What follows belongs to an exercise in optimizing a design on an open flow for small area; a production flow would make more cautious choices.
RTL that was checked went through simulation tests only; none was proved equivalent to the original.
Power is estimated from default activity; no workload was simulated.

==> ember: inputs <==
Design tcrb, start of the top module:
module tcrb (
    input  wire         clk,
    input  wire         rst,
    input  wire [1:0]   h_op,
    input  wire [7:0]   h_addr,
    input  wire [31:0]  h_wdata,
    output reg          h_rvalid,
    output reg  [31:0]  h_rdata,
    input  wire [1:0]   f_valid,
    input  wire [127:0] f_data0,
    input  wire [127:0] f_data1,
    output wire         clk_en,
    output wire [23:0]  clk_rate
);
    localparam NFB = 5;
    localparam [1:0] S_IDLE = 2'd0, S_CONF = 2'd1, S_RUN = 2'd2, S_STOP = 2'd3;
    localparam [2:0] OK = 3'd0, BADOP = 3'd1, BADSEL = 3'd2, BADARG = 3'd3,
                     BADSTATE = 3'd4, BADCFG = 3'd5, NODATA = 3'd6;
    reg [1:0]  state;
    reg        stopreq;
    reg        clken;
    reg [5:0]  res;
    reg [2:0]  nch0, nch1;
    reg [2:0]  maplen0, maplen1;
    reg [1:0]  chmap [0:7];           
    reg [23:0] ds;
    reg        swaplr;
    reg [23:0] rate;
    reg [1:0]  armed;
    reg [1:0]  pend;
    reg [1:0]  fillframe0, fillframe1;
    reg [2:0]  hbase0, hbase1;        
    reg [23:0] dsdown0, dsdown1;      
    reg [31:0] counter0, counter1;
    reg [31:0] ovrcount;
    reg [11:0] wpos;
    reg [11:0] head0, head1;
    reg [11:0] rpos [0:3];
    reg [3:0]  active;
    reg [3:0]  ovr;
    reg [2:0]  cs_code;
    reg [11:0] cs_val;
    reg [127:0] xfer0 [0:NFB-1];
    reg [127:0] xfer1 [0:NFB-1];
    reg [31:0]  ring [0:63];
    wire       used0 = (nch0 != 3'd0);
    wire       used1 = (nch1 != 3'd0);
    wire [3:0] ncht  = nch0 + nch1;
    wire       ds0   = (ds == 24'd0);
    wire       ds12  = (ds[23:2] == 22'd0) && (ds[1:0] != 2'd3);
    wire [2:0] cmq   = ds0 ? 3'd4 : ds12 ? 3'd6 : 3'd7;
    wire [4:1] chk;
    assign chk[1] = (ncht == 4'd0);
  ...
export LEC_CHECK = 0
export CAP_MARGIN = 20
export CORE_MARGIN = 2
export CORE_UTILIZATION = 40
export CTS_BUF_LIST = sky130_fd_sc_hd__clkbuf_8
export CTS_CLUSTER_DIAMETER = 40
export CTS_CLUSTER_SIZE = 16
export PLACE_DENSITY = 0.6
export SLEW_MARGIN = 20
create_clock -name core_clock -period 14.0 [get_ports {clk}]
run.sh (not shown) runs the stock make flow with config.mk's settings and CLKGATE_MAP_FILE= SYNTH_SCRIPT=/design/flow/synth_recipe.tcl, a recipe that flattens the netlist after the stock synthesis.
==> inputs of violet, as changes to ember <==
--- a/flow/design.v
+++ b/flow/design.v
@@ -201,25 +201,18 @@
             8'b001000??: rd_val = {29'd0, rpos[h_addr[1:0]][2:0]};
             8'b001100??: rd_val = {23'd0, rpos[h_addr[1:0]][11:3]};
             8'b010000??: if (active[h_addr[1:0]]) rd_val = {20'd0, av_diff};
             8'b100?00??: rd_val = {30'd0, chmap[{h_addr[4], h_addr[1:0]}]};
             default: rd_val = 32'd0;
         endcase
     end
-    reg [31:0] ring_rd;
-    integer ri;
-    always @(*) begin
-        ring_rd = 32'd0;
-        for (ri = 0; ri < 64; ri = ri + 1)
-            ring_rd = ring_rd | (ring[ri] & {32{h_addr == ri}});
-    end
     always @(posedge clk) begin
         h_rvalid <= !rst && h_op[0];
         if (h_op[1])
-            h_rdata <= ring_rd;
+            h_rdata <= h_addr[7:6] == 2'b00 ? ring[h_addr[5:0]] : 32'd0;
         else
             h_rdata <= rd_val;
     end
     wire [2:0] wslot0 = (hbase0 + {1'b0, fillframe0} >= 3'd5) ? hbase0 + {1'b0, fillframe0} - 3'd5
                                                               : hbase0 + {1'b0, fillframe0};
     wire [2:0] wslot1 = (hbase1 + {1'b0, fillframe1} >= 3'd5) ? hbase1 + {1'b0, fillframe1} - 3'd5
                                                               : hbase1 + {1'b0, fillframe1};
Settings changed: CORE_UTILIZATION 40 to 60, CTS_BUF_LIST sky130_fd_sc_hd__clkbuf_8 to sky130_fd_sc_hd__clkbuf_4 sky130_fd_sc_hd__clkbuf_8, CTS_CLUSTER_DIAMETER 40 to not set, CTS_CLUSTER_SIZE 16 to 40, PLACE_DENSITY 0.6 to 0.7.
==> results.rst <==
.. list-table::
   :header-rows: 1

   * - Metric
     - Value
   * - Run status
     - finished clean
   * - Length of routed wiring on met1
     - 202,000 um
   * - Post-synthesis xor/xnor area fraction
     - 0.0153
   * - Inserted Clock Buffers
     - 458
   * - Commonest cells after routing, fill and taps aside
     - sky130_fd_sc_hd__edfxtp_1 (3,392), sky130_fd_sc_hd__a22oi_1 (572), sky130_fd_sc_hd__nor2_1 (498)
   * - Layout clock buffers
     - 472
   * - Combinational group power
     - 712 uW
Source of the figures above: ember

==> results.rst <==
.. list-table::
   :header-rows: 1

   * - Metric
     - Value
   * - Inserted Clock Buffers
     - 590
   * - Combinational group power
     - 1.00 mW
   * - Clock-pin slew on the worst setup and hold paths
     - 60 ps
   * - Run status
     - finished clean
   * - Number of rows created at floorplan
     - 187
   * - Length of routed wiring on met1
     - 166,000 um
   * - Clock Power Share
     - 0.409
   * - TritonCTS sink count
     - 3,729
Source of the figures above: violet

No functional check of the RTL was part of any run of this note.


==> trial 16: inputs <==
Another version of the RTL of tcrb (not shown whole).
clock: 14.0 ns
lec_check: 0
cap_margin: 10
core_margin: 2
core_utilization: 55
place_density: 0.75
slew_margin: 10
synth_hierarchical: 1
standard.sh (not shown) runs the stock make flow with config.mk's settings and CLKGATE_MAP_FILE= SYNTH_SCRIPT=/design/flow/synth_recipe.tcl, a recipe that flattens the netlist after the stock synthesis.
==> flow/flow/run.sh <==
#!/bin/bash
set -euo pipefail
export CTS_ARGS="-sink_clustering_enable -repair_clock_nets -dont_use_dummy_load -buf_list sky130_fd_sc_hd__clkbuf_16 -sink_clustering_size 24 -sink_clustering_max_diameter 60"
export BUFFER_PORTS_ARGS="-buffer_cell sky130_fd_sc_hd__buf_1"
bash standard.sh > standard_make.log 2>&1
==> build 24 (differences from trial 16) <==
--- a/flow/design.v
+++ b/flow/design.v
@@ -10,11 +10,10 @@
     input  wire [127:0] f_data0,
     input  wire [127:0] f_data1,
     output wire         clk_en,
     output wire [23:0]  clk_rate
 );
-    localparam NFB = 5;
     localparam [1:0] S_IDLE = 2'd0, S_CONF = 2'd1, S_RUN = 2'd2, S_STOP = 2'd3;
     localparam [2:0] OK = 3'd0, BADOP = 3'd1, BADSEL = 3'd2, BADARG = 3'd3,
                      BADSTATE = 3'd4, BADCFG = 3'd5, NODATA = 3'd6;
     reg [1:0]  state;
     reg        stopreq;
@@ -27,23 +26,25 @@
     reg        swaplr;
     reg [23:0] rate;
     reg [1:0]  armed;
     reg [1:0]  pend;
     reg [1:0]  fillframe0, fillframe1;
-    reg [2:0]  hbase0, hbase1;        
+    reg        cf0x0, cf0x1;          
+    reg        pf0x0, pf0x1;          
     reg [23:0] dsdown0, dsdown1;      
     reg [31:0] counter0, counter1;
     reg [31:0] ovrcount;
     reg [11:0] wpos;
     reg [11:0] head0, head1;
     reg [11:0] rpos [0:3];
     reg [3:0]  active;
     reg [3:0]  ovr;
     reg [2:0]  cs_code;
     reg [11:0] cs_val;
-    reg [127:0] xfer0 [0:NFB-1];
-    reg [127:0] xfer1 [0:NFB-1];
+    reg [127:0] xfer0 [0:3];
+    reg [127:0] xfer1 [0:3];
+    reg [127:0] xferx;
     reg [31:0]  ring [0:63];
     wire       used0 = (nch0 != 3'd0);
     wire       used1 = (nch1 != 3'd0);
     wire [3:0] ncht  = nch0 + nch1;
     wire       ds0   = (ds == 24'd0);
@@ -59,29 +60,26 @@
     assign clk_rate = rate;
     wire cmd_wr = (h_op == 2'd2) && (h_addr == 8'h00);
     localparam [1:0] V_IDLE = 2'd0, V_WALK = 2'd1, V_COMMIT = 2'd2;
     reg [1:0] svc;
     reg       svc_bus;
-    reg [2:0] svc_slot;
     reg [1:0] svc_f;
     reg [1:0] svc_q;
     reg [2:0] svc_nw;
-    function [2:0] inc5;
-        input [2:0] x;
-        inc5 = (x == 3'd4) ? 3'd0 : x + 3'd1;
-    endfunction
     wire [23:0] svc_dsd  = svc_bus ? dsdown1 : dsdown0;
     wire        svc_keep = (svc_dsd == 24'd0);
     wire [23:0] svc_dsd_nx = svc_keep ? ds : svc_dsd - 24'd1;
     wire [2:0]  svc_nch  = svc_bus ? nch1 : nch0;
     wire        svc_last = ({1'b0, svc_q} == svc_nch - 3'd1);
     wire [1:0]  svc_map  = chmap[{svc_bus, svc_q}];
     wire [1:0]  svc_word = {svc_map[1], svc_map[0] ^ (swaplr & ~svc_map[1])};
-    wire [1279:0] xf_all = {xfer1[4], xfer1[3], xfer1[2], xfer1[1], xfer1[0],
-                            xfer0[4], xfer0[3], xfer0[2], xfer0[1], xfer0[0]};
+    wire [1151:0] xf_all = {xferx, xfer1[3], xfer1[2], xfer1[1], xfer1[0],
+                            xfer0[3], xfer0[2], xfer0[1], xfer0[0]};
+    wire          svc_x   = (svc_f == 2'd0) && (svc_bus ? pf0x1 : pf0x0);
+    wire [3:0]    svc_pos = svc_x ? 4'd0 : (4'b0001 << svc_f);
     wire [31:0]   svc_raw;
-    tcrb_xsel u_xsel (.fr(xf_all), .fsel({{5{svc_bus}} & (5'b00001 << svc_slot), {5{!svc_bus}} & (5'b00001 << svc_slot)}),
+    tcrb_xsel u_xsel (.fr(xf_all), .fsel({svc_x, {4{svc_bus}} & svc_pos, {4{!svc_bus}} & svc_pos}),
                       .w(svc_word), .o(svc_raw));
     wire [4:0]  svc_shift = 5'd0 - res[4:0];
     wire [31:0] svc_cell  = $signed(svc_raw) >>> svc_shift;
     wire [11:0] svc_head = svc_bus ? head1 : head0;
     wire [2:0]  svc_idx  = svc_head[2:0] + svc_nw;
@@ -189,21 +187,28 @@
         if (h_op[1])
             h_rdata <= ring_rd;
         else
             h_rdata <= rd_val;
     end
-    wire [2:0] wslot0 = (hbase0 + {1'b0, fillframe0} >= 3'd5) ? hbase0 + {1'b0, fillframe0} - 3'd5
-                                                              : hbase0 + {1'b0, fillframe0};
-    wire [2:0] wslot1 = (hbase1 + {1'b0, fillframe1} >= 3'd5) ? hbase1 + {1'b0, fillframe1} - 3'd5
-                                                              : hbase1 + {1'b0, fillframe1};
+    wire svc_done = (svc == V_WALK) && (!svc_keep || svc_last);
+    wire f0_read0 = !svc_bus && ((svc == V_WALK && (svc_f != 2'd0 || svc_done)) || svc == V_COMMIT);
+    wire f0_read1 =  svc_bus && ((svc == V_WALK && (svc_f != 2'd0 || svc_done)) || svc == V_COMMIT);
+    wire tox0 = (fillframe0 == 2'd0) && pend[0] && !pf0x0 && !f0_read0;
+    wire tox1 = (fillframe1 == 2'd0) && pend[1] && !pf0x1 && !f0_read1;
+    wire st0  = f_valid[0] && armed[0];
+    wire st1  = f_valid[1] && armed[1];
     always @(posedge clk) begin
         if (svc == V_WALK && svc_keep)
             ring[svc_addr] <= svc_cell;
-        if (f_valid[0] && armed[0])
-            xfer0[wslot0] <= f_data0;
-        if (f_valid[1] && armed[1])
-            xfer1[wslot1] <= f_data1;
+        if (st0 && !tox0)
+            xfer0[fillframe0] <= f_data0;
+        if (st1 && !tox1)
+            xfer1[fillframe1] <= f_data1;
+        if (st0 && tox0)
+            xferx <= f_data0;
+        else if (st1 && tox1)
+            xferx <= f_data1;
     end
     always @(posedge clk) begin
         if (rst) begin
             state    <= S_IDLE;
             stopreq  <= 1'b0;
@@ -214,21 +219,18 @@
             rate     <= 24'd0;
             armed    <= 2'b00;
             pend     <= 2'b00;
             fillframe0 <= 2'd0;
             fillframe1 <= 2'd0;
-            hbase0   <= 3'd0;
-            hbase1   <= 3'd0;
             ovrcount <= 32'd0;
             wpos     <= 12'd0;
             active   <= 4'd0;
             ovr      <= 4'd0;
             cs_code  <= 3'd0;
             cs_val   <= 12'd0;
             svc      <= V_IDLE;
             svc_bus  <= 1'b0;
-            svc_slot <= 3'd0;
             svc_f    <= 2'd0;
             svc_q    <= 2'd0;
             svc_nw   <= 3'd0;
             nch0     <= 3'd0;
             nch1     <= 3'd0;
@@ -248,11 +250,10 @@
             case (svc)
                 V_IDLE: begin
                     if (pend[0] || pend[1]) begin
                         svc      <= V_WALK;
                         svc_bus  <= !pend[0];
-                        svc_slot <= pend[0] ? inc5(hbase0) : inc5(hbase1);
                         svc_f    <= 2'd0;
                         svc_q    <= 2'd0;
                         svc_nw   <= 3'd0;
                     end
                 end
@@ -263,11 +264,10 @@
                         svc_q <= 2'd0;
                         if (svc_keep)
                             svc_nw <= svc_nw + 3'd1;
                         if (svc_bus) dsdown1 <= svc_dsd_nx;
                         else         dsdown0 <= svc_dsd_nx;
-                        svc_slot <= inc5(svc_slot);
                         if (svc_f == 2'd3)
                             svc <= V_COMMIT;
                         else
                             svc_f <= svc_f + 2'd1;
                     end
@@ -294,21 +294,23 @@
                 end
                 default: svc <= V_IDLE;
             endcase
             if (f_valid[0] && armed[0]) begin
                 fillframe0 <= fillframe0 + 2'd1;
+                if (fillframe0 == 2'd0) cf0x0 <= tox0;
                 if (fillframe0 == 2'd3) begin
                     pend[0] <= 1'b1;
-                    hbase0  <= (hbase0 == 3'd0) ? 3'd4 : hbase0 - 3'd1;
+                    pf0x0   <= cf0x0;
                     if (stopreq) armed[0] <= 1'b0;
                 end
             end
             if (f_valid[1] && armed[1]) begin
                 fillframe1 <= fillframe1 + 2'd1;
+                if (fillframe1 == 2'd0) cf0x1 <= tox1;
                 if (fillframe1 == 2'd3) begin
                     pend[1] <= 1'b1;
-                    hbase1  <= (hbase1 == 3'd0) ? 3'd4 : hbase1 - 3'd1;
+                    pf0x1   <= cf0x1;
                     if (stopreq) armed[1] <= 1'b0;
                 end
             end
             if (cmd_wr) begin
                 cs_code <= c_code;
@@ -373,20 +375,20 @@
             end
         end
     end
 endmodule
 module tcrb_xsel (
-    input  wire [1279:0] fr,
-    input  wire [9:0]    fsel,
+    input  wire [1151:0] fr,
+    input  wire [8:0]    fsel,
     input  wire [1:0]    w,
     output reg  [31:0]   o
 );
     reg [127:0] f;
     integer i;
     always @(*) begin
         f = 128'd0;
-        for (i = 0; i < 10; i = i + 1)
+        for (i = 0; i < 9; i = i + 1)
             f = f | (fr[128*i +: 128] & {128{fsel[i]}});
         case (w)
             2'd0: o = f[31:0];
             2'd1: o = f[63:32];
             2'd2: o = f[95:64];
CAP_MARGIN = 20   (was 10)
CORE_UTILIZATION = 40   (was 55)
PLACE_DENSITY = 0.6   (was 0.75)
SLEW_MARGIN = 20   (was 10)
==> comparison <==
Trial 16 went through all stages and came out clean. Build 24 produced a clean layout. Combinational power: trial 16 is lower than build 24 (5.6%). Against trial 16, the global-route usage of build 24 is lower by 7.5 points. Between trial 16 and build 24, the lower design area is in trial 16 (gap 0.56%, measured against build 24). Sequential power: build 24 is lower than trial 16 (about 4%).

## port drivers added, routing unchanged
In the flow no input, the clock included, has a driving cell. The finished layouts below were timed again as built, in two steps. Step 1, drivers: a clkbuf_16 drives clk and a buf_2 each remaining input, both assumed. Step 2 also shifts input and output timing later by t, the mid clock arrival at the registers, as if the neighbouring blocks saw the same clock. a / b / c = ideal ports / drivers / drivers and shift; a / b = the first two.
| run | shift t [ns] | setup WS [ns] | hold WS [ns] | worst setup path at the end |
|---|---|---|---|---|
| ember | 1.264 | 3.204 / 3.204 / 2.382 | 0.464 / 0.464 / 0.464 | input to register |
| violet | 1.229 | 3.615 / 3.615 / 3.143 | 0.461 / 0.461 / 0.461 | input to register |
| trial 16 | 0.998 | 3.020 / 3.088 / 2.090 | 0.480 / 0.480 / 0.480 | input to register |
| build 24 | 1.023 | 2.795 / 2.795 / 2.210 | 0.398 / 0.398 / 0.398 | input to register |
After both steps setup and hold are still met in every run listed. The setup slack of trial 16, which loses most, moves by +0.068 ns with the drivers and by -0.930 ns with both steps.
